This design comes from an exercise in tuning for small area, a short achievable clock period and few clock cycles on the open sky130 flow, not from production work. Function was checked by simulation only, so behaviour that the tests miss may differ from the original. Power and IR drop assume default switching activity.

==> flow/design.v <==
module gf127_unit (
    input  wire         clk,
    input  wire         rst,
    input  wire         in_valid,
    output wire         in_ready,
    input  wire [1:0]   in_op,
    input  wire [126:0] in_a,
    input  wire [126:0] in_b,
    output reg          out_valid,
    output wire [126:0] out_data,
    output wire         out_err
);
    localparam [1:0] OP_MUL  = 2'd0;
    localparam [1:0] OP_INV  = 2'd1;
    localparam [1:0] OP_ADD  = 2'd2;
    localparam [1:0] OP_MULX = 2'd3;
    localparam integer K    = 4;
    localparam [6:0]   NMUL = 7'd31;      
    localparam [6:0]   NINV = 7'd63;
    localparam [127:0] POLY  = 128'h80000000000000008000000000000001;
    localparam [126:0] XM127 = 127'h4000000000000000c000000000000001;    
    function [126:0] fmulx;
        input [126:0] v;
        begin
            fmulx = {v[125:0], 1'b0} ^ {63'd0, v[126], 62'd0, v[126]};
        end
    endfunction
    function [126:0] fdivx;
        input [126:0] v;
        begin
            fdivx = {v[0], v[126:1]} ^ {64'd0, v[0], 62'd0};
        end
    endfunction
    function [126:0] fdivxn;
        input [126:0] v;
        input integer n;
        integer i;
        begin
            fdivxn = v;
            for (i = 0; i < n; i = i + 1)
                fdivxn = fdivx(fdivxn);
        end
    endfunction
    reg         busy;
    reg [6:0]   cnt;
    reg         fin;             
    reg         zero;            
    reg [127:0] R, S;
    reg [126:0] U, V;
    reg [8:0]   c;
    assign in_ready = ~busy;
    assign out_data = V;
    assign out_err  = zero;
    wire [8:0] cb = {~c[8], c[7:0]};    
    reg clem1;
    reg cle0;
    reg cle1;
    reg cge0;
    reg cge1;
    reg cge2;
    reg cge3;
    wire qlem5 = cb <= 9'd251;    
    wire qlem4 = cb <= 9'd252;    
    wire qlem3 = cb <= 9'd253;    
    wire qlem2 = cb <= 9'd254;    
    wire qlem1 = cb <= 9'd255;    
    wire qle0 = cb <= 9'd256;    
    wire qle1 = cb <= 9'd257;    
    wire qle2 = cb <= 9'd258;    
    wire qle3 = cb <= 9'd259;    
    wire qle4 = cb <= 9'd260;    
    wire qle5 = cb <= 9'd261;    
    wire qgem3 = cb >= 9'd259;    
    wire qgem2 = cb >= 9'd258;    
    wire qgem1 = cb >= 9'd257;    
    wire qge0 = cb >= 9'd256;    
    wire qge1 = cb >= 9'd255;    
    wire qge2 = cb >= 9'd254;    
    wire qge3 = cb >= 9'd253;    
    wire qge4 = cb >= 9'd252;    
    wire qge5 = cb >= 9'd251;    
    wire qge6 = cb >= 9'd250;    
    wire qge7 = cb >= 9'd249;    
    wire [8:0] cnm4 = ~c + 9'd509;
    wire [8:0] cnm2 = ~c + 9'd511;
    wire [8:0] cn0 = ~c + 9'd1;
    wire [8:0] cn2 = ~c + 9'd3;
    wire [8:0] cpm2 = c + 9'd510;
    wire [8:0] cp0 = c + 9'd0;
    wire [8:0] cp4 = c + 9'd4;
    reg [127:0] r_s, s_s, s_x;
    reg [126:0] u_s, v_s, v_x;
    reg [K-1:0] sw, pos;
    reg         g;
    reg [8:0]   c_n;
    integer     t;
    always @* begin
        r_s = R; s_s = S; u_s = U; v_s = V;
        sw = {K{1'b0}}; pos = {K{1'b0}};
        for (t = 0; t < K; t = t + 1) begin
            if (t == 0)
                pos[0] = (1'b1 & cge0);
            if (t == 1)
                pos[1] = (~sw[0] & cge1);
            if (t == 2)
                pos[2] = (~sw[0] & ~sw[1] & cge2) |
                     (sw[0] & ~sw[1] & cle0);
            if (t == 3)
                pos[3] = (~sw[0] & ~sw[1] & ~sw[2] & cge3) |
                     (sw[0] & ~sw[1] & ~sw[2] & cle1) |
                     (~sw[0] & sw[1] & ~sw[2] & clem1);
            g     = s_s[127] | (t == K - 1 && fin);
            sw[t] = g & r_s[127] & pos[t];
            s_x   = s_s ^ (g ? r_s : 128'd0);
            v_x   = v_s ^ (g ? u_s : 127'd0);
            if (sw[t]) begin
                r_s = s_s;
                u_s = v_s;
            end
            s_s = {s_x[126:0], 1'b0};
            v_s = fmulx(v_x);
        end
        c_n = 9'd0;
        case (1'b1)
            (~sw[0] & ~sw[1] & ~sw[2] & ~sw[3]): c_n = cp4;
            (sw[0] & ~sw[1] & ~sw[2] & ~sw[3]): c_n = cn2;
            (~sw[0] & sw[1] & ~sw[2] & ~sw[3]): c_n = cn0;
            (~sw[0] & ~sw[1] & sw[2] & ~sw[3]): c_n = cnm2;
            (~sw[0] & ~sw[1] & ~sw[2] & sw[3]): c_n = cnm4;
            (sw[0] & ~sw[1] & sw[2] & ~sw[3]): c_n = cp0;
            (sw[0] & ~sw[1] & ~sw[2] & sw[3]): c_n = cpm2;
            (~sw[0] & sw[1] & ~sw[2] & sw[3]): c_n = cp0;
        endcase
    end
    wire fin_n  = (cnt == 7'd1) && R[127];
    wire a_zero = in_a == 127'd0;
    wire is_mul  = in_op == OP_MUL;
    wire is_inv  = in_op == OP_INV;
    wire is_add  = in_op == OP_ADD;
    wire is_mulx = in_op == OP_MULX;
    wire [126:0] a_add  = fdivxn(in_a, K);
    wire [126:0] a_mulx = fdivxn(in_a, K - 1);
    wire [126:0] b_mul  = fdivxn(in_b, 2);
    always @(posedge clk) begin
        if (busy) begin
            R   <= r_s;
            S   <= s_s;
            U   <= u_s;
            V   <= v_s;
            c   <= c_n;
            cnt <= cnt - 7'd1;
            fin <= fin_n;
            clem1 <= (~sw[0] & ~sw[1] & ~sw[2] & ~sw[3] & qlem5) |
            (sw[0] & ~sw[1] & ~sw[2] & ~sw[3] & qgem3) |
            (~sw[0] & sw[1] & ~sw[2] & ~sw[3] & qgem1) |
            (~sw[0] & ~sw[1] & sw[2] & ~sw[3] & qge1) |
            (~sw[0] & ~sw[1] & ~sw[2] & sw[3] & qge3) |
            (sw[0] & ~sw[1] & sw[2] & ~sw[3] & qlem1) |
            (sw[0] & ~sw[1] & ~sw[2] & sw[3] & qle1) |
            (~sw[0] & sw[1] & ~sw[2] & sw[3] & qlem1);
            cle0 <= (~sw[0] & ~sw[1] & ~sw[2] & ~sw[3] & qlem4) |
            (sw[0] & ~sw[1] & ~sw[2] & ~sw[3] & qgem2) |
            (~sw[0] & sw[1] & ~sw[2] & ~sw[3] & qge0) |
            (~sw[0] & ~sw[1] & sw[2] & ~sw[3] & qge2) |
            (~sw[0] & ~sw[1] & ~sw[2] & sw[3] & qge4) |
            (sw[0] & ~sw[1] & sw[2] & ~sw[3] & qle0) |
            (sw[0] & ~sw[1] & ~sw[2] & sw[3] & qle2) |
            (~sw[0] & sw[1] & ~sw[2] & sw[3] & qle0);
            cle1 <= (~sw[0] & ~sw[1] & ~sw[2] & ~sw[3] & qlem3) |
            (sw[0] & ~sw[1] & ~sw[2] & ~sw[3] & qgem1) |
            (~sw[0] & sw[1] & ~sw[2] & ~sw[3] & qge1) |
            (~sw[0] & ~sw[1] & sw[2] & ~sw[3] & qge3) |
            (~sw[0] & ~sw[1] & ~sw[2] & sw[3] & qge5) |
            (sw[0] & ~sw[1] & sw[2] & ~sw[3] & qle1) |
            (sw[0] & ~sw[1] & ~sw[2] & sw[3] & qle3) |
            (~sw[0] & sw[1] & ~sw[2] & sw[3] & qle1);
            cge0 <= (~sw[0] & ~sw[1] & ~sw[2] & ~sw[3] & qge4) |
            (sw[0] & ~sw[1] & ~sw[2] & ~sw[3] & qle2) |
            (~sw[0] & sw[1] & ~sw[2] & ~sw[3] & qle0) |
            (~sw[0] & ~sw[1] & sw[2] & ~sw[3] & qlem2) |
            (~sw[0] & ~sw[1] & ~sw[2] & sw[3] & qlem4) |
            (sw[0] & ~sw[1] & sw[2] & ~sw[3] & qge0) |
            (sw[0] & ~sw[1] & ~sw[2] & sw[3] & qgem2) |
            (~sw[0] & sw[1] & ~sw[2] & sw[3] & qge0);
            cge1 <= (~sw[0] & ~sw[1] & ~sw[2] & ~sw[3] & qge5) |
            (sw[0] & ~sw[1] & ~sw[2] & ~sw[3] & qle3) |
            (~sw[0] & sw[1] & ~sw[2] & ~sw[3] & qle1) |
            (~sw[0] & ~sw[1] & sw[2] & ~sw[3] & qlem1) |
            (~sw[0] & ~sw[1] & ~sw[2] & sw[3] & qlem3) |
            (sw[0] & ~sw[1] & sw[2] & ~sw[3] & qge1) |
            (sw[0] & ~sw[1] & ~sw[2] & sw[3] & qgem1) |
            (~sw[0] & sw[1] & ~sw[2] & sw[3] & qge1);
            cge2 <= (~sw[0] & ~sw[1] & ~sw[2] & ~sw[3] & qge6) |
            (sw[0] & ~sw[1] & ~sw[2] & ~sw[3] & qle4) |
            (~sw[0] & sw[1] & ~sw[2] & ~sw[3] & qle2) |
            (~sw[0] & ~sw[1] & sw[2] & ~sw[3] & qle0) |
            (~sw[0] & ~sw[1] & ~sw[2] & sw[3] & qlem2) |
            (sw[0] & ~sw[1] & sw[2] & ~sw[3] & qge2) |
            (sw[0] & ~sw[1] & ~sw[2] & sw[3] & qge0) |
            (~sw[0] & sw[1] & ~sw[2] & sw[3] & qge2);
            cge3 <= (~sw[0] & ~sw[1] & ~sw[2] & ~sw[3] & qge7) |
            (sw[0] & ~sw[1] & ~sw[2] & ~sw[3] & qle5) |
            (~sw[0] & sw[1] & ~sw[2] & ~sw[3] & qle3) |
            (~sw[0] & ~sw[1] & sw[2] & ~sw[3] & qle1) |
            (~sw[0] & ~sw[1] & ~sw[2] & sw[3] & qlem1) |
            (sw[0] & ~sw[1] & sw[2] & ~sw[3] & qge3) |
            (sw[0] & ~sw[1] & ~sw[2] & sw[3] & qge1) |
            (~sw[0] & sw[1] & ~sw[2] & sw[3] & qge3);
        end else begin
            R <= is_inv ? POLY : 128'd0;
            S <= {(is_inv | is_mul) ? in_a[126:127-K] :
                  is_add ? 4'd2 : 4'd0, in_a[126-K:0], 1'b0};
            U <= is_inv ? 127'd0 : b_mul;
            V <= is_inv ? (a_zero ? 127'd0 : XM127) :
                 is_add ? a_add : is_mulx ? a_mulx : 127'd0;
            c <= 9'd0;
            clem1 <= 1'b0;
            cle0 <= 1'b1;
            cle1 <= 1'b1;
            cge0 <= 1'b1;
            cge1 <= 1'b1;
            cge2 <= 1'b1;
            cge3 <= 1'b1;
            cnt <= is_mul ? NMUL : is_inv ? NINV : 7'd0;
            fin  <= is_inv && NINV == 7'd0;
            zero <= is_inv && a_zero;
        end
        if (rst) begin
            busy      <= 1'b0;
            out_valid <= 1'b0;
        end else begin
            busy      <= busy ? (cnt != 7'd0) : in_valid;
            out_valid <= busy && (cnt == 7'd0);
        end
    end
endmodule
==> flow/run.sh <==
#!/bin/bash
# synth_recipe.tcl (not shown) runs the flow's synth.tcl, then flattens the netlist and writes it again
# the make line also repeats each setting of config.mk as NAME=value (left out here)
make -C /OpenROAD-flow-scripts/flow DESIGN_CONFIG=/design/flow/config.mk WORK_HOME=/design/flow/orfs CLKGATE_MAP_FILE= SYNTH_SCRIPT=/design/flow/synth_recipe.tcl finish
==> flow/config.mk <==
export PLATFORM = sky130hd
export DESIGN_NAME = gf127_unit
export DESIGN_NICKNAME = gf127_unit
export VERILOG_FILES = /design/flow/design.v
export SDC_FILE = /design/flow/constraint.sdc
export NUM_CORES = 4
export LEC_CHECK = 0
export CAP_MARGIN = 20
export CORE_MARGIN = 2
export CORE_UTILIZATION = 30
export PLACE_DENSITY = 0.5
export SETUP_SLACK_MARGIN = 5
export SLEW_MARGIN = 20
==> flow/constraint.sdc <==
create_clock -name core_clock -period 11.0 [get_ports {clk}]
set_input_delay 2.2000 -clock core_clock [delete_from_list [all_inputs] [get_ports {clk}]]
set_output_delay 2.2000 -clock core_clock [all_outputs]
set_load 0.01 [all_outputs]
==> results of run 1 <==
==> per-layer routing <==
layer | up-vias | wire, um | track usage (%)
met1 | 18800 | 71000 | 27.0
met2 | 1004 | 75900 | 35.7
met5 | - | 170 | 0
met3 | 171 | 10100 | 4.43
met4 | 26 | 2920 | 4.61
li1 | 18500 | - | -
==> kinds of logic (layout without fill, tap and decap cells) <==
group	count (synthesis)	after routing	synth area share (%)
buf+inv	412	582	4.25
mux	998	998	23.2
simple gates	2053	2054	21.1
xor+xnor	1036	1036	20.7
compound gates	427	427	5.91
fa+ha+maj	12	12	0.343
flops	535	535	24.5
other cells	0	2	0
==> worst reg2reg max path: stages (launching register included) <==
cell	delay [ns]
dfxtp_4	0.80
buf_12	0.67
and3_4	0.81
buf_4	0.75
buf_4	1.01
mux2i_1	0.34
nor2_1	0.09
xnor2_1	0.36
mux2i_1	0.15
nor2_1	0.16
xor2_1	0.17
o22ai_1	0.10
==> timing repair <==
item	in CTS	in global routing
setup buffers	0	0
resized for setup	0	1
endpoints found under the setup margin	0	63
==> registers in the layout (all words and copies together) (netlist names), 7 cells and up <==
signal,count
U,127
V,127
cnt,7
c,8
S,127
R,128
==> worst paths after layout <==
| check | start | endpoint | slack (ns) |
|---|---|---|---|
| worst max register to register | S[127] | V[121] | 5.43 |
| worst min-delay path | cnt[6] | cnt[6] | 0.46 |
| worst max-delay path | S[127] | V[121] | 5.43 |
| worst min register to register | cnt[6] | cnt[6] | 0.46 |
==> cell type report <==
cell class              instances  area, um2  share of cell area, %
multi-input cells            4527      31300                   60.9
flip-flops and latches        535      10700                   20.9
repair buffers                437       4390                   8.56
well taps                    1917       2400                   4.68
clock buffers                 110       2190                   4.27
clock inverters                19        253                  0.493
inverters                      16       65.1                  0.127
diodes                          2       5.00                0.00976
==> cell usage after synthesis (3+ instances only) <==
cell type / number
nand2_1: 1169
a21oi_1: 55
inv_1: 16
dfxtp_1: 534
ha_1: 12
nor2b_1: 6
a21o_1: 3
a32o_1: 5
a221oi_1: 4
a31oi_1: 6
buf_2: 127
and2_1: 3
a311oi_1: 4
nand2b_1: 6
xor2_1: 637
nor4_1: 36
o21ai_2: 3
buf_1: 43
nor2_2: 19
mux2i_1: 877
o21ai_0: 168
o2111ai_1: 4
nor2_4: 100
buf_6: 3
buf_8: 11
xnor2_1: 399
or3_1: 5
a32oi_1: 3
o32ai_1: 4
and3_1: 128
o211ai_1: 6
a211oi_1: 6
nand3_1: 135
nor3_1: 13
o22ai_1: 123
clkbuf_1: 210
nor2_1: 413
nand4_1: 10
mux2_2: 121
==> power by group through the flow <==
stage,logic [uW],registers [uW],clock network (uW)
final,8230,3180,2500
after global routing,9010,3260,2620
after CTS,8230,3180,2560
after detailed placement,8150,3210,0
after global placement,8110,3220,0
after floorplan,6060,3090,0
==> stage by stage <==
step | cells | power [uW] | hold WS, ns
3_3_place_gp | 7430 | 11300 | 0.450
3_5_place_dp | 7431 | 11400 | 0.452
6_report | 7563 | 13900 | 0.457
2_1_floorplan | 5473 | 9140 | 0.436
5_1_grt | 7562 | 14900 | 0.492
4_1_cts | 7560 | 14000 | 0.460
==> results by group, run 1 <==
Outcome
  • Status: timing/DRC/antenna clean

Logic synthesis
  • Mapped Cells: approximately 5.5k
  • Top-area cell type share of the netlist area: between 20 and 25%
  • Prevailing post-synth register cell: dfxtp_1
  • Net Count, Synth: 5744
  • Register area share after synthesis: around 25%
  • Yosys warns: 1
  • EDFF count, synth: 1
  • Largest area contributor in the netlist: dfxtp_1
  • Async SR Flop Fraction: 0%
  • Yosys cell types: slightly below 80
  • Syn avg cell area: 7.99 um2
  • Synth area leaders: dfxtp_1 (24%), mux2i_1 (20%), xor2_1 (13%), nand2_1 (10%), xnor2_1 (8.0%)
  • Flops & latches, synth: around 540
  • Cell Area, Synth: 0.0437 mm2

Finish
  • Post-route cell area: a little over 0.05 mm2
  • Layout cells sized above 1: 7.51%
  • Area growth, synth to finish: 17.3%
  • Nets: slightly below 6k
  • Commonest non-fill, non-tap cell in the layout: nand2_1
  • Fin util: a little over a third
  • Most frequent cells in the layout: nand2_1 (1168), mux2i_1 (877), xor2_1 (636), dfxtp_1 (532), nor2_1 (413)
  • Fill count: 15.0k

Setup path
  • Slowest stage delay, CP: between 0.9 and 1 ns
  • R2r worst-path depth: 11
  • Critical Path Stages: 11
  • CP required: about 12 ns
  • Critical path's top delay family: buffers and inverters
  • Crit path DAT: 6.07 ns
  • CP cell instances: buf_12 > and3_4 > buf_4 > buf_4 > mux2i_1 > nor2_1 > xnor2_1 > mux2i_1 > nor2_1 > xor2_1 > o22ai_1
  • Worst-path fanout max: roughly 160
  • CP Class: register to register
  • Crit-path slowest cell: buf_4
  • Crit path buffers/inverters: 3
  • CP startpoint kind: register
  • Worst Setup End Kind: register

GRT
  • Largest net degree at the start of global routing: approximately 190
  • Remaining Overflow, GRT: 0
  • Number of global-route vias before repair: 39.3k
  • First-pass GRT wire length: approximately 240000 um
  • Total GRT Usage: between 20% and 30%
  • Initial antenna violation count: 19

CTS
  • CTS tree: done
  • Clock tree root driver cell: clkbuf_16
  • Clock Latency Late Sink: just under 0.7 ns
  • Clk slew on worst S/H paths: about 0.06 ns
  • CTS Hold Buffers Added: 0
  • CTS Buf Count: 73
  • CTS max path bufs: 3
  • Clock sink count: ~540
  • H-tree Lvls: 3

Pwr
  • Clock power share: 18.0%
  • Net switching power: around 6500 uW
  • Maximum VDD drop: ~0.00019 V
  • Logic pwr share: roughly three fifths
  • Sw Ratio: a little under half
  • Internal: between 7000 and 8000 uW
  • Leak: 0.0219 uW
  • Pwr dens: between 200 and 300 mW/mm2
  • Sequential power share: 22.9%

Run
  • MaxCap Viol Count: 0

Min path
  • Min-Delay Path Class: register to register
  • Worst hold path cell count: 2

Drt
  • Initial DRC count: around 2.2k
  • Final ANT Viol Nets: 0
  • Drt drc: 0
  • WL/cell: roughly 21 um
  • Vias after detailed routing: around 39k
  • WL final: ~160000 um
  • DR pass1 iterations: 5
  • Via density: about 5.1

STA
  • Final Critical Period: around 5.6 ns
  • Worst Skew: 0.0329 ns
  • Worst slew pin tran: ~1.3 ns
  • FMAX: around 180 MHz
  • Period utilisation layout: between 50% and 60%
  • Final WS setup: 5.43 ns
  • Final setup fails: 0
  • Fin. Hold Viols: 0
  • Final Slew Violations: 0
  • Relative slew slack: between 10% and 20%
  • Unrepaired setup endpoints after global routing: false
  • Setup TNS: 0 ns

Floorplan
  • Cell row count: 140
  • Die height: slightly below 400 um
  • Area of the die: approximately 0.15 mm2
  • Area of the core: roughly 0.15 mm2
  • Top Ports: approximately 400
  • Die X: ~390 um
  • Initial core utilization: 30.1%

Place
  • Routability cong.: between 0.8 and 0.9
  • HPWL after detailed placement: 103000 um
  • Dpl ws: approximately 4.9 ns
  • DP Area: 0.0488 mm2
  • IO Port Bufs: slightly below 400
Testbench counts, summed over its fixed seeds: cycles 56,494.
==> run 2, diff against run 1 <==
--- a/flow/design.v
+++ b/flow/design.v
@@ -46,8 +46,10 @@
     reg         fin;             
     reg         zero;            
+    reg         first;           
+    reg         idle;            
     reg [127:0] R, S;
     reg [126:0] U, V;
     reg [8:0]   c;
-    assign in_ready = ~busy;
+    assign in_ready = idle;
     assign out_data = V;
     assign out_err  = zero;
@@ -96,5 +98,5 @@
     integer     t;
     always @* begin
-        r_s = R; s_s = S; u_s = U; v_s = V;
+        r_s = R; s_s = S; u_s = fi ? 127'd0 : U; v_s = V | (v0 ? XM127 : 127'd0);
         sw = {K{1'b0}}; pos = {K{1'b0}};
         for (t = 0; t < K; t = t + 1) begin
@@ -111,5 +113,5 @@
                      (~sw[0] & sw[1] & ~sw[2] & clem1);
             g     = s_s[127] | (t == K - 1 && fin);
-            sw[t] = g & r_s[127] & pos[t];
+            sw[t] = g & R[127] & pos[t];
             s_x   = s_s ^ (g ? r_s : 128'd0);
             v_x   = v_s ^ (g ? u_s : 127'd0);
@@ -134,5 +136,7 @@
     end
     wire fin_n  = (cnt == 7'd1) && R[127];
-    wire a_zero = in_a == 127'd0;
+    wire fi     = first & R[127];
+    wire szero  = S == 128'd0;
+    wire v0     = fi & ~szero;
     wire is_mul  = in_op == OP_MUL;
     wire is_inv  = in_op == OP_INV;
@@ -151,4 +155,7 @@
             cnt <= cnt - 7'd1;
             fin <= fin_n;
+            first <= 1'b0;
+            if (first)
+                zero <= fi & szero;
             clem1 <= (~sw[0] & ~sw[1] & ~sw[2] & ~sw[3] & qlem5) |
             (sw[0] & ~sw[1] & ~sw[2] & ~sw[3] & qgem3) |
@@ -211,7 +218,6 @@
             S <= {(is_inv | is_mul) ? in_a[126:127-K] :
                   is_add ? 4'd2 : 4'd0, in_a[126-K:0], 1'b0};
-            U <= is_inv ? 127'd0 : b_mul;
-            V <= is_inv ? (a_zero ? 127'd0 : XM127) :
-                 is_add ? a_add : is_mulx ? a_mulx : 127'd0;
+            U <= b_mul;
+            V <= is_add ? a_add : is_mulx ? a_mulx : 127'd0;
             c <= 9'd0;
             clem1 <= 1'b0;
@@ -224,11 +230,14 @@
             cnt <= is_mul ? NMUL : is_inv ? NINV : 7'd0;
             fin  <= is_inv && NINV == 7'd0;
-            zero <= is_inv && a_zero;
+            zero <= 1'b0;
+            first <= 1'b1;
         end
         if (rst) begin
             busy      <= 1'b0;
+            idle      <= 1'b1;
             out_valid <= 1'b0;
         end else begin
             busy      <= busy ? (cnt != 7'd0) : in_valid;
+            idle      <= busy ? (cnt == 7'd0) : ~in_valid;
             out_valid <= busy && (cnt == 7'd0);
         end
==> flow/flow/run.sh (new file) <==
#!/bin/bash
set -euo pipefail
MARGIN=7.6
bash standard.sh \
    SETUP_SLACK_MARGIN=$MARGIN \
    "BUFFER_PORTS_ARGS=-buffer_cell sky130_fd_sc_hd__buf_4" \
    finish > standard.log 2>&1
==> flow/standard.sh (new file) <==
#!/bin/bash
# synth_recipe.tcl (not shown) runs the flow's synth.tcl, then flattens the netlist and writes it again
# the make line also repeats each setting of config.mk as NAME=value (left out here)
make -C /OpenROAD-flow-scripts/flow DESIGN_CONFIG=/design/flow/config.mk WORK_HOME=/design/flow/orfs CLKGATE_MAP_FILE= SYNTH_SCRIPT=/design/flow/synth_recipe.tcl "${@:-finish}"
--- a/flow/config.mk
+++ b/flow/config.mk
@@ -8,6 +8,6 @@
 export CAP_MARGIN = 20
 export CORE_MARGIN = 2
-export CORE_UTILIZATION = 30
-export PLACE_DENSITY = 0.5
-export SETUP_SLACK_MARGIN = 5
+export CORE_UTILIZATION = 55
+export CTS_CLUSTER_SIZE = 20
+export PLACE_DENSITY = 0.7
 export SLEW_MARGIN = 20
removed: flow/run.sh
==> run 2 against run 1 <==
Still clean on timing, DRC and antenna. Clock power decreased by 4%. Combinational power rose by 64%. Sequential share of layout area increased by 0.51 points. Via count rose by 15%. Sequential power is 14% higher. Cell count fell by 3.7%. Die area shrank 46%. Maximum frequency grew 65%. Global-route usage is 16 points higher.
==> results by group, run 2 <==
Outcome
  • Status: timing/DRC/antenna clean

Logic synthesis
  • EDFF count, synth: 1 (unchanged)
  • Yosys cell types: 89 (+16%)
  • Net Count, Synth: 6320 (+10%)
  • Cell Area, Synth: 0.0433 mm2 (-0.99%)
  • Top-area cell type share of the netlist area: 24.8% (+0.34 points)
  • Synth top cells by count: nand2_1 (1158), nor2_1 (686), xor2_1 (629), dfxtp_1 (536), a21oi_1 (525)
  • Yosys warns: 1 (unchanged)
  • Register area share after synthesis: 24.8% (+0.34 points)
  • Top-count cell post-synth: nand2_1
  • Prevailing post-synth register cell: dfxtp_1
  • Synth area leaders: dfxtp_1 (25%), xor2_1 (13%), nand2_1 (10%), mux2i_1 (8.8%), xnor2_1 (8.0%)
  • Mapped Cells: 6049 (+11%)
  • Async SR Flop Fraction: 0% (unchanged)
  • Largest area contributor in the netlist: dfxtp_1
  • Flops & latches, synth: 537 (+0.37%)
  • Syn avg cell area: 7.16 um2 (-10%)

Drt
  • Met1 wire length: 61900 um (-13%)
  • Initial DRC count: 4538 (+100%)
  • Met2 wire length: 72600 um (-4.3%)
  • Top Layer Used: met5
  • Met3 WL: 17100 um (+69%)
  • Vias after detailed routing: 44.5k (+15%)
  • WL final: 160000 um (+0.15%)
  • Via density: 6.11 (+20%)
  • Final ANT Viol Nets: 0 (unchanged)
  • Drt drc: 0 (unchanged)
  • WL/cell: 22.0 um (+4.0%)
  • DR pass1 iterations: 8 (+3)

GRT
  • Initial antenna violation count: 18 (-1)
  • Largest net degree at the start of global routing: 122 (-34%)
  • Total GRT Usage: 36.9% (+16 points)
  • Number of global-route vias before repair: 43.0k (+9.3%)
  • First-pass GRT wire length: 241000 um (-0.96%)
  • Remaining Overflow, GRT: 0 (unchanged)

STA
  • Period utilisation layout: 30.8% (-20 points)
  • Relative slew slack: 32.6% (+17 points)
  • FMAX: 295 MHz (+65%)
  • Worst slew pin tran: 1.01 ns (-0.262 ns)
  • Final setup fails: 0 (unchanged)
  • Final Hold Slack: 0.510 ns (+0.0531 ns)
  • Final Critical Period: 3.39 ns (-2.19 ns)
  • Final Slew Violations: 0 (unchanged)
  • Unrepaired setup endpoints after global routing: true
  • Setup TNS: 0 ns (unchanged)
  • Fin. Hold Viols: 0 (unchanged)
  • Worst Skew: 0.0137 ns (-0.0192 ns)

Finish
  • Multi-input gate area: 0.0305 mm2 (-2.3%)
  • Fill count: 6825 (-54%)
  • Register name with the most flops: R
  • Reg area: 0.0108 mm2 (+0.78%)
  • Most frequent cells in the layout: nand2_1 (1154), nor2_1 (683), xor2_1 (629), a21oi_1 (521), dfxtp_1 (501)
  • Commonest non-fill, non-tap cell in the layout: nand2_1
  • Layout cells sized above 1: 13.5% (+6.0 points)
  • Area growth, synth to finish: 16.5%
  • Nets: 6461 (+10%)
  • Max reg flops: 128 (unchanged)

Setup path
  • Crit-path slowest cell: dfxtp_1
  • Critical path's top delay family: flip-flops
  • Worst Setup End Kind: output port
  • CP startpoint kind: register
  • CP Class: register to output port
  • Crit path buffers/inverters: 1 (-2)
  • CP required: 8.80 ns (-2.70 ns)
  • Slowest stage delay, CP: 0.42 ns (-0.57 ns)
  • Worst-path fanout max: 3 (-98%)
  • Crit path DAT: 1.19 ns (-4.88 ns)
  • CP cell instances: buf_4

CTS
  • CTS Hold Buffers Added: 0 (unchanged)
  • CTS max path bufs: 3 (unchanged)
  • CTS Buf Count: 68 (-6.8%)
  • CTS tree: done
  • Clk slew on worst S/H paths: 0.06 ns (about the same)
  • H-tree Lvls: 3 (unchanged)
  • Clock Latency Late Sink: 0.61 ns (-0.07 ns)
  • Clock tree root driver cell: clkbuf_16
  • Clock sink count: 537 (+0.37%)

Floorplan
  • Area of the die: 0.0810 mm2 (-46%)
  • Area of the core: 0.0777 mm2 (-46%)
  • Cell row count: 102 (-27%)
  • Initial core utilization: 55.7% (+26 points)
  • Top Ports: 389 (unchanged)
  • Die height: 285 um (-26%)
  • Die X: 285 um (-26%)

Run
  • MaxCap Viol Count: 0 (unchanged)

Min path
  • Min-Delay Path Class: register to register

Place
  • Routability cong.: 0.923 (+11%)
  • HPWL after detailed placement: 86200 um (-16%)
  • IO Port Bufs: 388 (unchanged)

Pwr
  • Power Total: 19500 uW (+40%)
  • Maximum VDD drop: 0.000226 V (+20%)
  • Leak: 0.0224 uW (+1.9%)
  • Pwr dens: 386 mW/mm2 (+42%)
-- run 2: kinds of logic (layout without fill, tap and decap cells) --
kind of cell | count (synthesis) | in the layout | share of synthesized area [%]
flops | 537 | 537 | 24.8
fa+ha+maj | 12 | 12 | 0.347
other cells | 0 | 5 | 0
buf+inv | 582 | 764 | 5.63
xor+xnor | 1029 | 1029 | 20.9
compound gates | 925 | 928 | 12.0
mux | 504 | 504 | 12.0
simple gates | 2460 | 2464 | 24.2
-- run 2: worst paths after layout --
path | depth (start not counted) | endpoint | start | slack [ns]
worst max-delay path | 1 | out_data[2] | V[2] | 7.61
worst min-delay path | 1 | cnt[0] | cnt[0] | 0.51
worst max register to register | 14 | c[8] | S[127] | 7.67
worst min register to register | 1 | cnt[0] | cnt[0] | 0.51
-- run 2: per-stage QoR --
step / area [um2] / cells / utilization, % / worst slack [ns]
detailed placement: 46100 / 7073 / 59.3 / 4.77
global route: 50500 / 7282 / 64.9 / 7.59
CTS: 49900 / 7250 / 64.2 / 7.60
global placement: 46100 / 7073 / 59.3 / 4.80
floorplan: 43300 / 6049 / - / 7.47
finish: 50500 / 7283 / 64.9 / 7.61
-- run 2: area by class of cell --
class / instances / area share (%)
multi-input combinational: 4937 / 60.5
sequential: 537 / 21.4
timing repair buffer: 512 / 9.84
clock buffer: 102 / 4.27
tap: 1040 / 2.58
inverter: 134 / 1.01
clock inverter: 16 / 0.362
antenna: 5 / 0.0248
-- run 2: where the power goes --
part	switching, uW	internal (uW)	total (uW)
combinational	8020	5470	13500
sequential	815	2790	3610
clock	946	1440	2390
-- run 2: timing repair --
item	in CTS	in global routing
resized for setup	118	44
gates cloned	27	11
pin swaps	14	8
buffers inserted	32	17
setup endpoints to repair	553	459
-- run 2: metal layers --
metal  vias up  global-route usage (%)
met2      2547                    60.4
met3       573                    7.46
met1     20900                    45.3
met5         -                       0
li1      20500                       -
met4        22                    20.3
-- run 2: worst register-to-register path: stages (launching register included) --
cell       delay (ns)
dfxtp_4          0.41
buf_16           0.20
and3b_2          0.31
nor2_4           0.09
buf_4            0.15
or3_1            0.40
o211ai_1         0.10
buf_4            0.16
a21oi_4          0.09
buf_4            0.18
clkbuf_16        0.18
o21ai_4          0.29
o21ai_0          0.17
o31a_1           0.26
o31a_1           0.24
Testbench counts of run 2, summed over its fixed seeds: cycles 56,494.
==> run 3, diff against run 2 <==
--- a/flow/config.mk
+++ b/flow/config.mk
@@ -9,5 +9,4 @@
 export CORE_MARGIN = 2
 export CORE_UTILIZATION = 55
-export CTS_CLUSTER_SIZE = 20
 export PLACE_DENSITY = 0.7
 export SLEW_MARGIN = 20
==> run 3 against run 2 <==
Worst hold slack did not move. Power did not move. Setup slack did not move. Utilization did not move. Critical path depth did not move. Critical endpoint unchanged. Highest routed layer unchanged.
==> results by group, run 3 <==
Outcome
  • Status: timing/DRC/antenna clean

GRT
  • Largest net degree at the start of global routing: 122 (unchanged)
  • First-pass GRT wire length: 241000 um (unchanged)
  • Total GRT Usage: 36.9% (unchanged)
  • Number of global-route vias before repair: 43.0k (unchanged)
  • Remaining Overflow, GRT: 0 (unchanged)
  • Initial antenna violation count: 18 (unchanged)

CTS
  • CTS Buf Count: 68 (unchanged)
  • H-tree Lvls: 3 (unchanged)
  • Clock sink count: 537 (unchanged)
  • Clk slew on worst S/H paths: 0.06 ns (about the same)
  • Clock tree root driver cell: clkbuf_16
  • CTS max path bufs: 3 (unchanged)
  • Clock Latency Late Sink: 0.61 ns (about the same)
  • CTS tree: done

Pwr
  • Net switching power: 9780 uW (unchanged)
  • Logic pwr share: 69.2% (about the same)
  • Sw Ratio: 50.2% (unchanged)
  • Pwr dens: 386 mW/mm2 (unchanged)
  • Sequential power share: 18.5% (about the same)
  • Clock power share: 12.3% (about the same)
  • Internal: 9710 uW (unchanged)
  • Leak: 0.0224 uW (unchanged)
  • Power Total: 19500 uW (unchanged)
  • Maximum VDD drop: 0.000226 V (unchanged)

Logic synthesis
  • Net Count, Synth: 6320 (unchanged)
  • Async SR Flop Fraction: 0% (unchanged)
  • Syn avg cell area: 7.16 um2 (unchanged)
  • Register area share after synthesis: 24.8% (unchanged)
  • Synth top cells by count: nand2_1 (1158), nor2_1 (686), xor2_1 (629), dfxtp_1 (536), a21oi_1 (525)
  • Mapped Cells: 6049 (unchanged)
  • Top-area cell type share of the netlist area: 24.8% (unchanged)
  • Prevailing post-synth register cell: dfxtp_1
  • Yosys warns: 1 (unchanged)
  • Yosys cell types: 89 (unchanged)
  • Cell Area, Synth: 0.0433 mm2 (unchanged)
  • Synth area leaders: dfxtp_1 (25%), xor2_1 (13%), nand2_1 (10%), mux2i_1 (8.8%), xnor2_1 (8.0%)
  • EDFF count, synth: 1 (unchanged)
  • Flops & latches, synth: 537 (unchanged)
  • Top-count cell post-synth: nand2_1
  • Largest area contributor in the netlist: dfxtp_1

Setup path
  • CP cell instances: buf_4
  • CP required: 8.80 ns (about the same)
  • Critical Path Stages: 1 (unchanged)
  • CP Class: register to output port
  • Crit-path slowest cell: dfxtp_1
  • Crit path buffers/inverters: 1 (unchanged)
  • R2r worst-path depth: 14 (unchanged)
  • Worst setup path start: V[2]
  • Crit path DAT: 1.19 ns (about the same)
  • Critical path endpoint: out_data[2]
  • RR Endpoint: c[8]
  • CP startpoint kind: register
  • Worst Setup End Kind: output port
  • Reg2reg start: S[127]
  • Worst-path fanout max: 3 (unchanged)
  • R2R Setup Slk: 7.67 ns (about the same)
  • Slowest stage delay, CP: 0.42 ns (about the same)
  • Critical path's top delay family: flip-flops

Drt
  • Drt drc: 0 (unchanged)
  • WL final: 160000 um (unchanged)
  • WL/cell: 22.0 um (unchanged)
  • Initial DRC count: 4538 (unchanged)
  • DR pass1 iterations: 8 (unchanged)
  • Via density: 6.11 (unchanged)
  • Vias after detailed routing: 44.5k (unchanged)
  • Final ANT Viol Nets: 0 (unchanged)

STA
  • FMAX: 295 MHz (unchanged)
  • Worst Skew: 0.0137 ns (unchanged)
  • Period utilisation layout: 30.8% (unchanged)
  • Final setup fails: 0 (unchanged)
  • Setup TNS: 0 ns (unchanged)
  • Relative slew slack: 32.6% (unchanged)
  • Final Critical Period: 3.39 ns (unchanged)
  • Unrepaired setup endpoints after global routing: true
  • Final Slew Violations: 0 (unchanged)
  • Fin. Hold Viols: 0 (unchanged)
  • Final Hold Slack: 0.510 ns (unchanged)
  • Worst slew pin tran: 1.01 ns (unchanged)

Place
  • IO Port Bufs: 388 (unchanged)
  • HPWL after detailed placement: 86200 um (unchanged)
  • Routability cong.: 0.923 (unchanged)
  • Placed insts: 7073 (unchanged)

Floorplan
  • Area of the die: 0.0810 mm2 (unchanged)
  • Top Ports: 389 (unchanged)
  • Die height: 285 um (unchanged)
  • Die X: 285 um (unchanged)
  • Cell row count: 102 (unchanged)
  • Initial core utilization: 55.7% (unchanged)
  • Area of the core: 0.0777 mm2 (unchanged)

Finish
  • Fill count: 6825 (unchanged)
  • Area growth, synth to finish: 16.5% (unchanged)
  • Register name with the most flops: R
  • Max reg flops: 128 (unchanged)
  • Final Non-Filler Cells: 7283 (unchanged)
  • Nets: 6461 (unchanged)
  • Most frequent cells in the layout: nand2_1 (1154), nor2_1 (683), xor2_1 (629), a21oi_1 (521), dfxtp_1 (501)
  • Commonest non-fill, non-tap cell in the layout: nand2_1
  • Layout cells sized above 1: 13.5% (unchanged)

Min path
  • Min-Delay Path Class: register to register

Run
  • MaxCap Viol Count: 0 (unchanged)
-- run 3: repair_timing --
action | 4_1_cts | 5_1_grt
endpoints found under the hold margin | 0 | 0
gates cloned | 27 | 11
setup buffers | 32 | 17
setup endpoints to repair | 553 | 459
gates resized for setup | 118 | 44
pin swaps | 14 | 8
hold buffers | 0 | 0
-- run 3: per-stage QoR --
stage	setup WS, ns	util (%)	instance area [um2]
6_report	7.61	64.9	50500
5_1_grt	7.59	64.9	50500
4_1_cts	7.60	64.2	49900
3_5_place_dp	4.77	59.3	46100
3_3_place_gp	4.80	59.3	46100
2_1_floorplan	7.47	-	43300
-- run 3: power groups by stage --
stage	clock network, uW	logic, uW	registers [uW]
after floorplan	0	9540	3390
after global placement	0	11700	3630
after detailed placement	0	11900	3620
after CTS	2400	12900	3580
after global routing	2470	14600	3690
final	2390	13500	3610
-- run 3: worst min path at each step --
stage           start  endpoint  slack, ns  depth (start not counted)
4_1_cts        cnt[0]    cnt[0]       0.51                          1
5_1_grt        cnt[0]    cnt[0]       0.54                          1
3_3_place_gp   cnt[0]    cnt[0]       0.48                          1
2_1_floorplan  cnt[0]    cnt[0]       0.46                          1
3_5_place_dp   cnt[0]    cnt[0]       0.50                          1
6_report       cnt[0]    cnt[0]       0.51                          1
-- run 3: layout make-up --
class | count | area [um2] | share of cell area, %
inverters | 134 | 508 | 1.01
well taps | 1040 | 1300 | 2.58
flip-flops and latches | 537 | 10800 | 21.4
multi-input cells | 4937 | 30500 | 60.5
repair buffers | 512 | 4960 | 9.84
diodes | 5 | 12.5 | 0.0248
clock buffers | 102 | 2160 | 4.27
clock inverters | 16 | 183 | 0.362
-- run 3: logic make-up (layout without fill, tap and decap cells) --
group,Yosys count,in the layout,synth area share (%)
xor gates and xnor gates,1029,1029,20.9
AOI/OAI and AO/OA,925,928,12.0
and+or+nand+nor,2460,2464,24.2
muxes,504,504,12.0
buffers and inverters,582,764,5.63
other,0,5,0
adders and majority gates,12,12,0.347
DFF,537,537,24.8
-- run 3: metal layers --
| layer | share of wire (%) | global-route usage, % | up-vias | wire length [um] |
|---|---|---|---|---|
| li1 | - | - | 20500 | - |
| met2 | 45 | 60.4 | 2547 | 72600 |
| met1 | 39 | 45.3 | 20900 | 61900 |
| met4 | 5.4 | 20.3 | 22 | 8600 |
| met5 | 0.095 | 0 | - | 153 |
| met3 | 11 | 7.46 | 573 | 17100 |
==> run 4, diff against run 3 <==
==> flow/flow/run.sh (replaced) <==
#!/bin/bash
set -euo pipefail
MARGIN=7.6
bash standard.sh \
    SETUP_SLACK_MARGIN=$MARGIN \
    "BUFFER_PORTS_ARGS=-buffer_cell sky130_fd_sc_hd__buf_2" \
    finish > standard.log 2>&1
==> run 4 against run 3 <==
Synthesized cell count is the same. Routed wire length grew 0.33%. Utilization shrank 1.0 points. Clock power grew 3%. Worst hold slack lost 0.0010 ns. First-iteration DRC count grew 3.5%. Via count grew 0.48%. Critical endpoint is now c[8]. Highest routed layer unchanged.
==> results by group, run 4 <==
Outcome
  • Status: timing/DRC/antenna clean

Finish
  • Max reg flops: 128 (unchanged)
  • Most frequent cells in the layout: nand2_1 (1154), nor2_1 (684), xor2_1 (629), a21oi_1 (525), dfxtp_1 (469)
  • Fill count: 6899 (+1.1%)
  • Register name with the most flops: R
  • Post-route cell area: 0.0497 mm2 (-1.6%)
  • Area growth, synth to finish: 14.7%
  • Nets: 6469 (+0.12%)
  • Final Non-Filler Cells: 7302 (+0.26%)
  • Commonest non-fill, non-tap cell in the layout: nand2_1
  • Layout cells sized above 1: 14.2% (+0.68 points)

Logic synthesis
  • EDFF count, synth: 1 (unchanged)
  • Top-area cell type share of the netlist area: 24.8% (unchanged)
  • Synth top cells by count: nand2_1 (1158), nor2_1 (686), xor2_1 (629), dfxtp_1 (536), a21oi_1 (525)
  • Simple-gate area share of the yosys netlist: 24.2% (unchanged)
  • Net Count, Synth: 6320 (unchanged)
  • Prevailing post-synth register cell: dfxtp_1
  • Mapped Cells: 6049 (unchanged)
  • Post-Synth Adder-Cell Area: 0.347% (unchanged)
  • Post-synthesis mux area share: 12.0% (unchanged)
  • Top-count cell post-synth: nand2_1
  • Cell Area, Synth: 0.0433 mm2 (unchanged)
  • Largest area contributor in the netlist: dfxtp_1
  • Largest family of logic cells by synthesized area: simple AND/OR/NAND/NOR gates
  • Synth area leaders: dfxtp_1 (25%), xor2_1 (13%), nand2_1 (10%), mux2i_1 (8.8%), xnor2_1 (8.0%)
  • Syn avg cell area: 7.16 um2 (unchanged)
  • Compound-cell area share of the yosys netlist: 12.0% (unchanged)
  • Register area share after synthesis: 24.8% (unchanged)
  • Yosys cell types: 89 (unchanged)
  • Xor/xnor share of the synthesized area: 20.9% (unchanged)
  • Async SR Flop Fraction: 0% (unchanged)
  • Flops & latches, synth: 537 (unchanged)
  • Yosys warns: 1 (unchanged)

Drt
  • Vias after detailed routing: 44.7k (+0.48%)
  • WL final: 161000 um (+0.33%)
  • DR pass1 iterations: 8 (unchanged)
  • Via density: 6.12 (+0.22%)
  • Drt drc: 0 (unchanged)
  • Initial DRC count: 4698 (+3.5%)
  • WL/cell: 22.0 um (about the same)
  • Final ANT Viol Nets: 0 (unchanged)

CTS
  • CTS tree: done
  • Clock Latency Late Sink: 0.63 ns (+0.02 ns)
  • CTS max path bufs: 3 (unchanged)
  • Clock sink count: 537 (unchanged)
  • CTS Buf Count: 70 (+2.9%)
  • Clock tree root driver cell: clkbuf_16
  • H-tree Lvls: 3 (unchanged)
  • Clk slew on worst S/H paths: 0.06 ns (about the same)

GRT
  • Total GRT Usage: 36.9% (about the same)
  • Number of global-route vias before repair: 42.8k (-0.32%)
  • Largest net degree at the start of global routing: 215 (+76%)
  • Initial antenna violation count: 21 (+3)
  • First-pass GRT wire length: 240000 um (-0.47%)
  • Remaining Overflow, GRT: 0 (unchanged)

Run
  • MaxCap Viol Count: 0 (unchanged)

Floorplan
  • Top Ports: 389 (unchanged)
  • Cell row count: 102 (unchanged)
  • Die height: 285 um (unchanged)
  • Initial core utilization: 55.7% (unchanged)
  • Die X: 285 um (unchanged)
  • Area of the core: 0.0777 mm2 (unchanged)
  • Area of the die: 0.0810 mm2 (unchanged)

STA
  • Relative slew slack: 20.0% (-13 points)
  • Setup TNS: 0 ns (unchanged)
  • Period utilisation layout: 30.8% (about the same)
  • Fin. Hold Viols: 0 (unchanged)
  • Worst Skew: 0.0236 ns (+0.00989 ns)
  • Unrepaired setup endpoints after global routing: true
  • Final Slew Violations: 0 (unchanged)
  • Worst slew pin tran: 1.20 ns (+0.188 ns)
  • Final Critical Period: 3.39 ns (-0.0000700 ns)
  • Final setup fails: 0 (unchanged)
  • FMAX: 295 MHz (about the same)

Setup path
  • Crit path DAT: 3.89 ns (+2.70 ns)
  • Crit-path slowest cell: edfxtp_1
  • CP cell instances: buf_12 > nand2_1 > mux2i_4 > a211o_4 > a211o_4 > buf_4 > o211ai_1 > nand3_2 > a21oi_1 > a31oi_1 > o31a_1
  • R2R Setup Slk: 7.61 ns (-0.06 ns)
  • Slowest stage delay, CP: 0.45 ns (+0.03 ns)
  • R2r worst-path depth: 11 (-3)
  • CP Class: register to register
  • CP startpoint kind: register
  • Critical path's top delay family: compound AO/OA/AOI/OAI gates
  • Most repeated library cell on the critical path: a211o_4
  • Reg2reg start: R[127]
  • Crit path buffers/inverters: 2 (+1)
  • Worst-path fanout max: 14 (+11)
  • CP required: 11.51 ns (+2.71 ns)
  • RR Endpoint: c[8]
  • Worst Setup End Kind: register

Place
  • DP Area: 0.0451 mm2 (-2.1%)
  • IO Port Bufs: 388 (unchanged)
  • Placed insts: 7072 (-0.014%)
  • Routability cong.: 0.915 (-0.88%)
  • HPWL after detailed placement: 86700 um (+0.47%)

Min path
  • Worst hold path cell count: 1 (unchanged)
  • Hold path startpoint: cnt[0]
  • Min-Delay Path Class: register to register
  • Sink of the worst hold path: cnt[0]

Pwr
  • Internal: 9610 uW (-0.96%)
  • Logic pwr share: 68.6% (-0.6 points)
  • Leak: 0.0220 uW (-1.4%)
  • Clock power share: 12.7% (+0.4 points)
  • Sw Ratio: 50.5% (+0.28 points)
  • Net switching power: 9790 uW (+0.14%)
  • Maximum VDD drop: 0.000241 V (+6.4%)
  • Sequential power share: 18.6% (about the same)
  • Pwr dens: 391 mW/mm2 (+1.2%)
==> run 4: worst max-delay path by stage <==
stage	cells past startpoint	end	slack [ns]	from
global placement	10	cge1	4.58	S[127]
CTS	10	V[64]	7.60	S[127]
global route	12	V[64]	7.54	R[127]
floorplan	5	V[49]	7.47	in_op[0]
finish	11	c[8]	7.61	R[127]
detailed placement	10	cge1	4.56	S[127]
==> run 4: power groups by stage <==
| stage | logic [uW] | registers [uW] | clock network [uW] |
|---|---|---|---|
| finish | 13300 | 3610 | 2470 |
| global route | 14400 | 3690 | 2560 |
| CTS | 12800 | 3560 | 2480 |
| detailed placement | 11700 | 3600 | 0 |
| global placement | 11600 | 3600 | 0 |
| floorplan | 9540 | 3390 | 0 |
==> run 4: logic make-up (layout without fill, tap and decap cells) <==
kind of cell / count (synthesis) / in the layout
AOI/OAI and AO/OA: 925 / 930
xor gates and xnor gates: 1029 / 1029
adders and majority gates: 12 / 12
buffers and inverters: 582 / 770
DFF: 537 / 537
muxes: 504 / 504
other: 0 / 13
and+or+nand+nor: 2460 / 2467
==> run 4: layer usage <==
layer | global-route usage [%] | vias to the layer above | part of all wire (%)
met2 | 60.3 | 2624 | 45
met4 | 20.5 | 18 | 5.9
met5 | 0 | - | 0.065
met1 | 45.5 | 20900 | 38
li1 | - | 20500 | -
met3 | 7.12 | 627 | 11
==> run 4: area by class of cell <==
| type | instances | area (um2) | area share, % |
|---|---|---|---|
| antenna | 13 | 32.5 | 0.0655 |
| tap | 1040 | 1300 | 2.62 |
| timing repair buffer | 513 | 3930 | 7.90 |
| clock buffer | 95 | 2060 | 4.15 |
| inverter | 134 | 512 | 1.03 |
| sequential | 537 | 10900 | 21.9 |
| multi-input combinational | 4942 | 30600 | 61.6 |
| clock inverter | 28 | 368 | 0.741 |
==> run 4: metrics by stage <==
stage / hold slack, ns / power (uW) / util (%) / worst slack [ns]
after CTS: 0.504 / 18800 / 63.1 / 7.60
after global routing: 0.539 / 20600 / 63.9 / 7.54
final: 0.509 / 19400 / 63.9 / 7.61
after detailed placement: 0.490 / 15300 / 58.1 / 4.56
after global placement: 0.478 / 15200 / 58.1 / 4.58
after floorplan: 0.463 / 12900 / - / 7.47
==> run 4: repair_timing <==
action / 4_1_cts / 5_1_grt
hold buffers: 0 / 0
pin swaps: 16 / 7
gates cloned: 26 / 12
hold endpoints to repair: 0 / 0
setup endpoints to repair: 569 / 523
setup buffers: 43 / 13
gates resized for setup: 147 / 77
==> run 4: worst reg2reg max path, delay by kind of cell (launching register included) <==
family / cells / cell delay (ns)
compound gates: 6 / 1.65
buf+inv: 2 / 0.44
flops: 1 / 0.45
mux: 1 / 0.25
simple gates: 2 / 0.48
==> run 5, diff against run 4 <==
==> flow/flow/run.sh (replaced) <==
#!/bin/bash
set -euo pipefail
MARGIN=7.6
bash standard.sh \
    SETUP_SLACK_MARGIN=$MARGIN \
    "BUFFER_PORTS_ARGS=-buffer_cell sky130_fd_sc_hd__buf_4" \
    finish > standard.log 2>&1
--- a/flow/config.mk
+++ b/flow/config.mk
@@ -8,5 +8,5 @@
 export CAP_MARGIN = 20
 export CORE_MARGIN = 2
-export CORE_UTILIZATION = 55
-export PLACE_DENSITY = 0.7
+export CORE_UTILIZATION = 65
+export PLACE_DENSITY = 0.75
 export SLEW_MARGIN = 20
==> run 5 against run 4 <==
Register-to-register slack got worse by 0.18 ns. Utilization rose by 12 points. Cell count fell by 2.6%. Global-route usage rose by 5.6 points. Synthesized cell count did not move. Worst hold slack improved by 0.015 ns. Power fell by 0.33%. Routed wire length fell by 2.0%. Clock power fell by 11%. First-iteration DRC count rose by 11%. Maximum frequency fell by 5.1%. Setup slack got worse by 0.18 ns. Critical path type unchanged. Highest routed layer unchanged.
==> results by group, run 5 <==
GRT
  • Total GRT Usage: 42.5% (+5.6 points)
  • First-pass GRT wire length: 233000 um (-2.8%)
  • Initial antenna violation count: 11 (-48%)
  • Largest net degree at the start of global routing: 175 (-19%)
  • Remaining Overflow, GRT: 0 (unchanged)
  • Number of global-route vias before repair: 42.8k (-0.028%)

STA
  • Final Slew Violations: 0 (unchanged)
  • Setup TNS: 0 ns (unchanged)
  • Worst slew pin tran: 1.10 ns (-0.0962 ns)
  • Final setup fails: 0 (unchanged)
  • Relative slew slack: 26.3% (+6.3 points)
  • Final Critical Period: 3.57 ns (+0.182 ns)
  • FMAX: 280 MHz (-5.1%)
  • Unrepaired setup endpoints after global routing: true
  • Worst Skew: 0.0234 ns (-0.000223 ns)
  • Period utilisation layout: 32.5% (+1.7 points)
  • Fin. Hold Viols: 0 (unchanged)

CTS
  • Clock Latency Late Sink: 0.65 ns (+0.02 ns)
  • CTS tree: done
  • CTS Hold Buffers Added: 0 (unchanged)
  • Clk slew on worst S/H paths: 0.07 ns (about the same)
  • CTS Buf Count: 61 (-13%)
  • H-tree Lvls: 2 (-1)
  • CTS max path bufs: 3 (unchanged)
  • Clock tree root driver cell: clkbuf_16
  • Clock sink count: 537 (unchanged)

Logic synthesis
  • Top-count cell post-synth: nand2_1
  • Net Count, Synth: 6320 (unchanged)
  • Register area share after synthesis: 24.8% (unchanged)
  • Yosys warns: 1 (unchanged)
  • Syn avg cell area: 7.16 um2 (unchanged)
  • Largest area contributor in the netlist: dfxtp_1
  • EDFF count, synth: 1 (unchanged)
  • Flops & latches, synth: 537 (unchanged)
  • Cell Area, Synth: 0.0433 mm2 (unchanged)
  • Prevailing post-synth register cell: dfxtp_1
  • Synth top cells by count: nand2_1 (1158), nor2_1 (686), xor2_1 (629), dfxtp_1 (536), a21oi_1 (525)
  • Top-area cell type share of the netlist area: 24.8% (unchanged)
  • Synth area leaders: dfxtp_1 (25%), xor2_1 (13%), nand2_1 (10%), mux2i_1 (8.8%), xnor2_1 (8.0%)
  • Mapped Cells: 6049 (unchanged)
  • Async SR Flop Fraction: 0% (unchanged)
  • Yosys cell types: 89 (unchanged)

Finish
  • Area growth, synth to finish: 15.9%
  • Final Non-Filler Cells: 7114 (-2.6%)
  • Most frequent cells in the layout: nand2_1 (1153), nor2_1 (685), xor2_1 (629), a21oi_1 (524), buf_4 (448)
  • Fin util: 76.2% (+12 points)
  • Nets: 6464 (-0.077%)
  • Commonest non-fill, non-tap cell in the layout: nand2_1
  • Register name with the most flops: R
  • Max reg flops: 128 (unchanged)
  • Fill count: 5271 (-24%)
  • Layout cells sized above 1: 14.5% (+0.25 points)

Drt
  • WL final: 158000 um (-2.0%)
  • Vias after detailed routing: 45.1k (+0.95%)
  • Via density: 6.34 (+3.6%)
  • WL/cell: 22.2 um (+0.58%)
  • Drt drc: 0 (unchanged)
  • DR pass1 iterations: 9 (+1)
  • Final ANT Viol Nets: 0 (unchanged)
  • Initial DRC count: 5196 (+11%)

Floorplan
  • Top Ports: 389 (unchanged)
  • Initial core utilization: 65.8% (+10 points)
  • Die X: 262 um (-7.9%)
  • Area of the core: 0.0659 mm2 (-15%)
  • Area of the die: 0.0687 mm2 (-15%)
  • Cell row count: 94 (-7.8%)
  • Die height: 262 um (-7.9%)

Setup path
  • Crit path buffers/inverters: 5 (+3)
  • Most repeated library cell on the critical path: buf_12
  • CP Class: register to register
  • CP startpoint kind: register
  • CP cell instances: buf_12 > and2_4 > o221ai_4 > buf_12 > o211a_1 > o211ai_1 > buf_4 > a21oi_4 > buf_12 > buf_16 > o21ai_4 > o21ai_1 > a21o_1 > or4_1
  • Worst-path fanout max: 26 (+12)
  • CP required: 11.53 ns (+0.02 ns)
  • RR Endpoint: cle1
  • R2R Setup Slk: 7.43 ns (-0.18 ns)
  • R2r worst-path depth: 14 (+3)
  • Slowest stage delay, CP: 0.49 ns (+0.04 ns)
  • Critical path's top delay family: compound AO/OA/AOI/OAI gates
  • Reg2reg start: R[127]
  • Worst Setup End Kind: register
  • Crit path DAT: 4.10 ns (+0.21 ns)
  • Crit-path slowest cell: or4_1

Min path
  • Worst hold path cell count: 1 (unchanged)
  • Hold path startpoint: cnt[0]
  • Sink of the worst hold path: cnt[0]
  • Min-Delay Path Class: register to register

Place
  • Routability cong.: 0.930 (+1.7%)
  • IO Port Bufs: 388 (unchanged)
  • Placed insts: 6893 (-2.5%)
  • HPWL after detailed placement: 83000 um (-4.2%)

Pwr
  • Leak: 0.0223 uW (+0.97%)
  • Maximum VDD drop: 0.000329 V (+37%)
  • Pwr dens: 385 mW/mm2 (-1.4%)

Run
  • MaxCap Viol Count: 0 (unchanged)

Outcome
  • Status: timing/DRC/antenna clean
-- run 5: cell counts after synthesis --
Identical to the previous run, type by type.
-- run 5: power breakdown --
group          internal [uW]  switching [uW]
Combinational           5470            8030
Clock                   1290             920
Sequential              2820             815
Total                   9580            9760
-- run 5: per-stage QoR --
stage | total power, uW | area, um2 | setup slack [ns] | hold slack (ns)
2_1_floorplan | 12900 | 43300 | 7.47 | 0.463
4_1_cts | 18600 | 49500 | 7.59 | 0.516
3_5_place_dp | 15500 | 45900 | 4.79 | 0.500
3_3_place_gp | 15300 | 45900 | 4.92 | 0.487
6_report | 19300 | 50200 | 7.43 | 0.523
5_1_grt | 20500 | 50200 | 7.42 | 0.562
-- run 5: how the worst max path moves through the flow --
stage / start / to / slack (ns) / cells past startpoint
floorplan: in_op[0] / V[49] / 7.47 / 5
global placement: S[127] / S[107] / 4.92 / 11
detailed placement: S[127] / S[93] / 4.79 / 11
CTS: R[127] / cle1 / 7.59 / 11
global route: R[127] / cle1 / 7.42 / 13
finish: R[127] / cle1 / 7.43 / 14
-- run 5: area by class of cell --
type	instances	area [um2]	share of cell area, %
repair buffers	518	5040	10.0
diodes	7	17.5	0.0349
well taps	864	1080	2.15
inverters	134	512	1.02
clock buffers	83	1740	3.46
clock inverters	30	369	0.735
multi-input cells	4941	30600	60.9
flip-flops and latches	537	10900	21.7
-- run 5: what timing repair did --
| action | in CTS | in global routing |
|---|---|---|
| endpoints found under the setup margin | 595 | 499 |
| pin swaps | 10 | 10 |
| gates cloned | 28 | 9 |
| setup buffers | 28 | 35 |
| gates resized for setup | 168 | 56 |
-- run 5: worst register-to-register path, cell delays in order, from the launching register on --
cell and delay, ns:
edfxtp_1 0.43, buf_12 0.26, and2_4 0.30, o221ai_4 0.23, buf_12 0.21, o211a_1 0.13
o211ai_1 0.21, buf_4 0.18, a21oi_4 0.06, buf_12 0.15, buf_16 0.19, o21ai_4 0.26
o21ai_1 0.12, a21o_1 0.24, or4_1 0.49
-- run 5: cells by family after synthesis --
group                    synth area share (%)
AO/OA/AOI/OAI                            12.0
XOR/XNOR                                 20.9
adder cells (fa/ha/maj)                 0.347
buffers and inverters                    5.63
flip-flops                               24.8
multiplexers                             12.0
AND/OR/NAND/NOR                          24.2
-- run 5: routing by layer --
layer,part of all wire (%),up-vias,global-route usage [%]
met4,6.4,14,25.5
li1,-,20500,-
met2,44,2986,67.9
met5,0.051,-,0
met3,12,758,10.2
met1,37,20900,52.0
==> run 6, diff against run 5 <==
--- a/flow/design.v
+++ b/flow/design.v
@@ -45,13 +45,14 @@
     reg [6:0]   cnt;
     reg         fin;             
-    reg         zero;            
     reg         first;           
-    reg         idle;            
+    reg         rdy;             
+    reg         oerr;
+    reg         addq, mulxq;     
     reg [127:0] R, S;
     reg [126:0] U, V;
     reg [8:0]   c;
-    assign in_ready = idle;
+    assign in_ready = rdy;
     assign out_data = V;
-    assign out_err  = zero;
+    assign out_err  = oerr;
     wire [8:0] cb = {~c[8], c[7:0]};    
     reg clem1;
@@ -98,5 +99,5 @@
     integer     t;
     always @* begin
-        r_s = R; s_s = S; u_s = fi ? 127'd0 : U; v_s = V | (v0 ? XM127 : 127'd0);
+        r_s = R; s_s = S; u_s = fi ? 127'd0 : U; v_s = first ? vinit : V;
         sw = {K{1'b0}}; pos = {K{1'b0}};
         for (t = 0; t < K; t = t + 1) begin
@@ -139,23 +140,24 @@
     wire szero  = S == 128'd0;
     wire v0     = fi & ~szero;
+    wire [126:0] a_rec = {R[K-1:0], S[127-K:1]};
+    wire [126:0] vinit = (addq  ? fdivxn(a_rec, K)     : 127'd0) |
+                         (mulxq ? fdivxn(a_rec, K - 1) : 127'd0) |
+                         (v0    ? XM127                : 127'd0);
     wire is_mul  = in_op == OP_MUL;
     wire is_inv  = in_op == OP_INV;
     wire is_add  = in_op == OP_ADD;
     wire is_mulx = in_op == OP_MULX;
-    wire [126:0] a_add  = fdivxn(in_a, K);
-    wire [126:0] a_mulx = fdivxn(in_a, K - 1);
     wire [126:0] b_mul  = fdivxn(in_b, 2);
     always @(posedge clk) begin
-        if (busy) begin
+        V    <= v_s;
+        oerr <= R[127] & R[0];       
+        if (!rdy) begin
             R   <= r_s;
             S   <= s_s;
             U   <= u_s;
-            V   <= v_s;
             c   <= c_n;
             cnt <= cnt - 7'd1;
             fin <= fin_n;
             first <= 1'b0;
-            if (first)
-                zero <= fi & szero;
             clem1 <= (~sw[0] & ~sw[1] & ~sw[2] & ~sw[3] & qlem5) |
             (sw[0] & ~sw[1] & ~sw[2] & ~sw[3] & qgem3) |
@@ -215,9 +217,9 @@
             (~sw[0] & sw[1] & ~sw[2] & sw[3] & qge3);
         end else begin
-            R <= is_inv ? POLY : 128'd0;
+            R <= is_inv ? POLY :
+                 (is_add | is_mulx) ? {124'd0, in_a[126:127-K]} : 128'd0;
             S <= {(is_inv | is_mul) ? in_a[126:127-K] :
                   is_add ? 4'd2 : 4'd0, in_a[126-K:0], 1'b0};
             U <= b_mul;
-            V <= is_add ? a_add : is_mulx ? a_mulx : 127'd0;
             c <= 9'd0;
             clem1 <= 1'b0;
@@ -230,15 +232,21 @@
             cnt <= is_mul ? NMUL : is_inv ? NINV : 7'd0;
             fin  <= is_inv && NINV == 7'd0;
-            zero <= 1'b0;
             first <= 1'b1;
+            addq  <= is_add;
+            mulxq <= is_mulx;
         end
         if (rst) begin
             busy      <= 1'b0;
-            idle      <= 1'b1;
+            rdy       <= 1'b1;
             out_valid <= 1'b0;
         end else begin
-            busy      <= busy ? (cnt != 7'd0) : in_valid;
-            idle      <= busy ? (cnt == 7'd0) : ~in_valid;
             out_valid <= busy && (cnt == 7'd0);
+            if (rdy) begin
+                busy <= in_valid;
+                rdy  <= ~in_valid | is_add | is_mulx;
+            end else begin
+                busy <= 1'b1;
+                rdy  <= cnt == 7'd1;
+            end
         end
     end
--- a/flow/config.mk
+++ b/flow/config.mk
@@ -8,5 +8,6 @@
 export CAP_MARGIN = 20
 export CORE_MARGIN = 2
-export CORE_UTILIZATION = 65
-export PLACE_DENSITY = 0.75
+export CORE_UTILIZATION = 55
+export CTS_CLUSTER_SIZE = 20
+export PLACE_DENSITY = 0.7
 export SLEW_MARGIN = 20
==> run 6 against run 5 <==
Sequential share of layout area up 0.18 points. Synthesized cell count down 2.0%. Flip-flop and latch count up 2. Clock-buffer cell count up 13. Highest routed layer unchanged. Routed wire length down 1.4%. Clock skew down 0.0085 ns. Register-to-register slack better by 0.17 ns. Cell area down 1.0%. First-iteration DRC count down 2.5%. Critical path depth down 13. Largest power group unchanged. Utilization down 12 points. Global-route usage down 5.2 points.
==> results by group, run 6 <==
GRT
  • Initial antenna violation count: 6 (-5)
  • Number of global-route vias before repair: 41.5k (-3.0%)
  • First-pass GRT wire length: 235000 um (+0.77%)
  • Total GRT Usage: 37.3% (-5.2 points)
  • Largest net degree at the start of global routing: 127 (-27%)

Logic synthesis
  • Yosys warns: 1 (unchanged)
  • Prevailing post-synth register cell: dfxtp_1
  • Top-area cell type share of the netlist area: 25.1% (+0.38 points)
  • Async SR Flop Fraction: 0% (unchanged)
  • EDFF count, synth: 3 (+2)
  • Net Count, Synth: 6200 (-1.9%)
  • Flops & latches, synth: 539 (+0.37%)
  • Synth area leaders: dfxtp_1 (25%), xnor2_1 (13%), nand2_1 (10%), mux2i_1 (8.9%), xor2_1 (8.3%)
  • Synth top cells by count: nand2_1 (1156), nor2_1 (774), xnor2_1 (627), dfxtp_1 (536), a21oi_1 (411)
  • Mapped Cells: 5929 (-2.0%)
  • Cell Area, Synth: 0.0427 mm2 (-1.5%)
  • Yosys cell types: 73 (-18%)
  • Register area share after synthesis: 25.4% (+0.52 points)

STA
  • Worst slew pin tran: 1.15 ns (+0.0511 ns)
  • Final Slew Violations: 0 (unchanged)
  • Setup TNS: 0 ns (unchanged)
  • Unrepaired setup endpoints after global routing: true
  • Final Critical Period: 3.41 ns (-0.163 ns)
  • FMAX: 294 MHz (+4.8%)
  • Final setup fails: 0 (unchanged)
  • Worst Skew: 0.0148 ns (-0.00853 ns)
  • Period utilisation layout: 31.0% (-1.5 points)

Setup path
  • Worst-path fanout max: 2 (-92%)
  • Crit-path slowest cell: dfxtp_2
  • Slowest stage delay, CP: 0.42 ns (-0.07 ns)
  • Critical path's top delay family: flip-flops
  • Crit path DAT: 1.21 ns (-2.89 ns)
  • CP startpoint kind: register
  • CP Class: register to output port
  • Worst Setup End Kind: output port
  • Crit path buffers/inverters: 1 (-4)

Outcome
  • Status: timing/DRC/antenna clean

Floorplan
  • Area of the core: 0.0771 mm2 (+17%)
  • Cell row count: 102 (+8.5%)
  • Initial core utilization: 55.3% (-10 points)
  • Die height: 283 um (+7.8%)
  • Top Ports: 389 (unchanged)

CTS
  • CTS Buf Count: 68 (+11%)
  • CTS max path bufs: 3 (unchanged)
  • Clock Latency Late Sink: 0.63 ns (-0.02 ns)
  • Clock sink count: 539 (+0.37%)
  • CTS tree: done
  • Clock tree root driver cell: clkbuf_16
  • Clk slew on worst S/H paths: 0.06 ns (about the same)

Pwr
  • Power Total: 9660 uW (-50%)
  • Pwr dens: 194 mW/mm2 (-50%)
  • Maximum VDD drop: 0.000134 V (-59%)

Finish
  • Fill count: 6824 (+29%)
  • Most frequent cells in the layout: nand2_1 (1154), nor2_1 (766), xnor2_1 (626), dfxtp_1 (510), buf_4 (438)
  • Layout cells sized above 1: 12.6% (-1.8 points)
  • Commonest non-fill, non-tap cell in the layout: nand2_1
  • Area growth, synth to finish: 16.5%
  • N_diodes: 0 (-7)
  • Nets: 6334 (-2.0%)

Drt
  • WL/cell: 21.7 um (-2.0%)
  • Via density: 6.06 (-4.4%)
  • WL final: 155000 um (-1.4%)
  • Vias after detailed routing: 43.3k (-3.9%)
  • Drt drc: 0 (unchanged)
  • Final ANT Viol Nets: 0 (unchanged)
  • Initial DRC count: 5066 (-2.5%)

Place
  • IO Port Bufs: 388 (unchanged)
  • HPWL after detailed placement: 88200 um (+6.2%)
  • Routability cong.: 0.907 (-2.5%)

Min path
  • Min-Delay Path Class: register to register

Run
  • MaxCap Viol Count: 0 (unchanged)
run 6: layout make-up:
| type | instances | area, um2 | share of cell area, % |
|---|---|---|---|
| clock buffers | 96 | 2020 | 4.07 |
| clock inverters | 22 | 280 | 0.564 |
| inverters | 15 | 58.8 | 0.118 |
| multi-input cells | 4938 | 30500 | 61.4 |
| flip-flops and latches | 539 | 10900 | 21.9 |
| well taps | 1040 | 1300 | 2.62 |
| repair buffers | 501 | 4640 | 9.34 |
run 6: path summary, 6_finish.rpt:
kind	startpoint	endpoint	slack, ns	cells past startpoint
max	V[53]	out_data[53]	7.59	1
min	busy	out_valid	0.42	2
max reg2reg	R[127]	V[64]	7.60	10
min reg2reg	busy	out_valid	0.42	2
run 6: through the flow:
step           std cells  cell area (um2)  utilization (%)  setup slack, ns  hold WS, ns
2_1_floorplan       5929            42700                -             7.95        0.409
3_3_place_gp        6945            45600             59.2             5.22        0.419
3_5_place_dp        6945            45600             59.2             5.05        0.419
4_1_cts             7122            49200             63.8             7.60        0.426
5_1_grt             7151            49700             64.5             7.56        0.460
6_report            7151            49700             64.5             7.59        0.423
run 6: logic make-up after synthesis:
kind of cell	after synthesis	synth area share, %
xor gates and xnor gates	1031	21.2
adders and majority gates	12	0.352
and+or+nand+nor	2310	22.2
AOI/OAI and AO/OA	1071	14.5
muxes	499	12.1
buffers and inverters	467	4.33
DFF	539	25.4
run 6: report_power, final:
| part | total (uW) | internal [uW] | switching [uW] | leakage, uW |
|---|---|---|---|---|
| registers | 2800 | 2380 | 417 | 0.00451 |
| clock network | 2370 | 1400 | 969 | 0.00113 |
| logic | 4500 | 1920 | 2580 | 0.0160 |
run 6: timing repair:
item                       4_1_cts  5_1_grt
buffers inserted                33       21
gates resized for setup        111       58
pin swaps                       13       12
setup endpoints to repair      545      428
hold buffers                     0        0
gates cloned                    26        8
run 6: worst min-delay path, cell delays in order (launching register included):
cell and delay, ns:
dfxtp_1 0.29, nand2_1 0.05, nor4_1 0.04
run 6: per-layer routing:
metal / up-vias / part of all wire (%) / track usage [%]
li1: 20100 / - / -
met1: 20300 / 40 / 47.4
met2: 2411 / 44 / 59.4
met3: 493 / 10 / 7.24
met4: 8 / 5.5 / 20.4
met5: - / 0.039 / 0
Testbench counts of run 6, summed over its fixed seeds: cycles 55,222.
